What follows belongs to an exercise in optimizing a design on an open flow for small area; a production flow would make more cautious choices.
In this exercise RTL edits were held to simulation tests only and were not proved equivalent to the original.
Power and IR drop assume default switching activity.

## delta
// dscpi_core
module dscpi_core (
    input  wire         clk,
    input  wire         rst_n,
    input  wire         tick,
    input  wire         latch,
    input  wire [3:0]   q,
    input  wire         offhook,
    input  wire         hw_fault,
    output wire [1:0]   tone_class,
    output wire         tone_en,
    output wire [15:0]  tone_on,
    output wire [15:0]  tone_range,
    input  wire         cmd_valid,
    input  wire [1:0]   cmd_op,
    input  wire [7:0]   cmd_arg,
    input  wire [127:0] cmd_frame,
    output reg          rsp_valid,
    output wire [1:0]   rsp_code,
    output wire [158:0] status
);
export LEC_CHECK = 0
export CAP_MARGIN = 20
export CORE_MARGIN = 2
export CORE_UTILIZATION = 70
export SLEW_MARGIN = 20
create_clock -name core_clock -period 20.0 [get_ports {clk}]
standard.sh (not shown) runs the stock make flow with config.mk's settings and CLKGATE_MAP_FILE= SYNTH_SCRIPT=/design/flow/synth_recipe.tcl, a recipe that flattens the netlist after the stock synthesis.
==> flow/flow/run.sh <==
#!/bin/bash
# The standard layout (the standard.sh, standard synthesis included),
# with the smallest buffer cell as the port buffers and a clock tree of
# few large clock buffers without dummy balancing loads.
set -euo pipefail
bash standard.sh "BUFFER_PORTS_ARGS=-buffer_cell sky130_fd_sc_hd__buf_1" \
    "CTS_ARGS=-sink_clustering_enable -repair_clock_nets -sink_clustering_size 25 -sink_clustering_max_diameter 80 -buf_list sky130_fd_sc_hd__clkbuf_16 -root_buf sky130_fd_sc_hd__clkbuf_4 -dont_use_dummy_load" \
    finish > make_finish.log 2>&1
Edits applied to the flow inputs when going from delta to alpha:
-- flow/flow/run.sh --
<<< delta, line 7
    "CTS_ARGS=-sink_clustering_enable -repair_clock_nets -sink_clustering_size 25 -sink_clustering_max_diameter 80 -buf_list sky130_fd_sc_hd__clkbuf_16 -root_buf sky130_fd_sc_hd__clkbuf_4 -dont_use_dummy_load" \
>>> alpha, line 7
    "CTS_ARGS=-sink_clustering_enable -repair_clock_nets -sink_clustering_size 25 -sink_clustering_max_diameter 80 -buf_list sky130_fd_sc_hd__clkbuf_16 -dont_use_dummy_load" \
==> notes.md <==
Relative to delta, required time of the critical path decreased by 0.17 ns in alpha. When the final numbers for delta and alpha were put side by side, the proportion of total power due to net switching turned out to be smaller in alpha. [alpha vs delta] first-iteration DRC count: higher in alpha. Taking delta as the reference, in alpha routing usage on met2 increased by 0.25 points relative to the old numbers, via count closely matched the old numbers. Wire: alpha routes more than delta. Compared with delta, in alpha relative area of clock buffers and inverters in the final design shows an increase of 0.36 points, static leakage shows an increase of 0.000023 uW, area overhead of the layout relative to synthesis shows an increase of 0.37 points.


rev 12:
Another version of the RTL of dscpi_core (not shown whole).
Size: about 1300 cells after synthesis, ~210 flip-flops, about 350 I/O pins, roughly 0.013 mm2 of cells after synthesis.
Settings: LEC_CHECK=0, CAP_MARGIN=20, CORE_MARGIN=2, CORE_UTILIZATION=65, CTS_BUF_LIST=sky130_fd_sc_hd__clkbuf_16, CTS_CLUSTER_DIAMETER=100, CTS_CLUSTER_SIZE=30, SLEW_MARGIN=20; clock period 20.0 ns.
==> flow/flow/run.sh <==
#!/bin/bash
# The standard layout (the standard.sh, standard synthesis included),
# with the smallest buffer cell as the port buffers.
set -euo pipefail
bash standard.sh "BUFFER_PORTS_ARGS=-buffer_cell sky130_fd_sc_hd__buf_1" \
    finish > make_finish.log 2>&1
Modified inputs, rev 13 compared to rev 12
- CTS_CLUSTER_SIZE: 30 -> 16
- CTS_BUF_LIST: sky130_fd_sc_hd__clkbuf_16 -> sky130_fd_sc_hd__clkbuf_8
- CTS_CLUSTER_DIAMETER: 100 -> 60
### Flow results
Rev 13 vs rev 12: routed metal-1 wire length up in rev 13. On number of buffers added by the clock tree synthesis step: rev 13 sits above rev 12. Lower share of layout cells above drive strength 1 goes to rev 12 over rev 13. Rev 12 and rev 13 ended up with nearly the same clock slew seen by the registers of the worst setup and hold paths. In rev 13, number of standard cells in the final layout excluding fillers is higher than in rev 12.


dscpi_core with an RTL version that a note above also has.
For scale: ~1,200 cells after synthesis, about 210 flip-flops, about 350 I/O pins.
==> flow/design.v (excerpt) <==
module dscpi_core (
    input  wire         clk,
    input  wire         rst_n,
    input  wire         tick,
    input  wire         latch,
    input  wire [3:0]   q,
    input  wire         offhook,
    input  wire         hw_fault,
    output wire [1:0]   tone_class,
    output wire         tone_en,
    output wire [15:0]  tone_on,
    output wire [15:0]  tone_range,
    input  wire         cmd_valid,
    input  wire [1:0]   cmd_op,
    input  wire [7:0]   cmd_arg,
    input  wire [127:0] cmd_frame,
    output reg          rsp_valid,
    output wire [1:0]   rsp_code,
    output wire [158:0] status
);
clock: 20.0 ns
lec_check: 0
cap_margin: 20
core_margin: 2
core_utilization: 70
slew_margin: 20
==> flow/flow/run.sh <==
#!/bin/bash
# The standard layout (the standard.sh, standard synthesis included),
# with the smallest buffer cell as the port buffers and a clock tree of
# few large clock buffers without dummy balancing loads.
set -euo pipefail
bash standard.sh "BUFFER_PORTS_ARGS=-buffer_cell sky130_fd_sc_hd__buf_1" \
    "CTS_ARGS=-sink_clustering_enable -repair_clock_nets -sink_clustering_size 25 -sink_clustering_max_diameter 80 -buf_list sky130_fd_sc_hd__clkbuf_16 -root_buf sky130_fd_sc_hd__clkbuf_4 -tree_buf sky130_fd_sc_hd__clkbuf_8 -dont_use_dummy_load" \
    finish > make_finish.log 2>&1
==> next run, changes <==
--- a/flow/flow/run.sh
+++ b/flow/flow/run.sh
@@ -7 +7 @@
-    "CTS_ARGS=-sink_clustering_enable -repair_clock_nets -sink_clustering_size 25 -sink_clustering_max_diameter 80 -buf_list sky130_fd_sc_hd__clkbuf_16 -root_buf sky130_fd_sc_hd__clkbuf_4 -tree_buf sky130_fd_sc_hd__clkbuf_8 -dont_use_dummy_load" \
+    "CTS_ARGS=-sink_clustering_enable -repair_clock_nets -sink_clustering_size 25 -sink_clustering_max_diameter 80 -buf_list sky130_fd_sc_hd__clkbuf_16 -root_buf sky130_fd_sc_hd__clkbuf_4 -dont_use_dummy_load" \
- CORE_UTILIZATION: 70 -> 80
- fmax goes down slightly
- cell count goes down slightly
- flip-flop and latch count does not change
- final area goes down slightly
- sequential share of layout area goes up by 0.13 points

==> re-timing with driven ports <==
How much do the figures lean on ideal ports? The routed layouts below were timed once more, with nothing changed but the port constraints.
Step 1 (the two cells are an assumption about what drives the block):
set clk [get_ports {clk}]
set_driving_cell -lib_cell sky130_fd_sc_hd__clkbuf_16 $clk
set_driving_cell -lib_cell sky130_fd_sc_hd__buf_2 [delete_from_list [all_inputs] $clk]
Step 2, shift: input delay + t, output delay - t, t = (earliest + latest rising clock arrival at the registers) / 2. This alone moves slack from input paths to output paths.
a / b / c = ideal ports / drivers / drivers and shift; a / b = the first two.
run | shift t [ns] | slack for setup (ns) | worst setup path after step 2 | slew at the worst register clock pin (ns)
delta | 0.675 | 11.048 / 11.056 / 10.380 | input to register | 0.10 / 0.10
alpha | 0.508 | 10.885 / 10.897 / 10.388 | input to register | 0.10 / 0.10
rev 12 | 0.520 | 11.271 / 11.297 / 10.777 | input to register | 0.12 / 0.12
rev 13 | 0.561 | 11.352 / 11.374 / 10.812 | input to register | 0.11 / 0.11
the first run of note 3 | 0.675 | 11.048 / 11.056 / 10.380 | input to register | 0.10 / 0.10
the second run of note 3 | 0.653 | 10.985 / 10.979 / 10.325 | input to register | 0.11 / 0.11
After both steps every run listed still meets setup and hold.
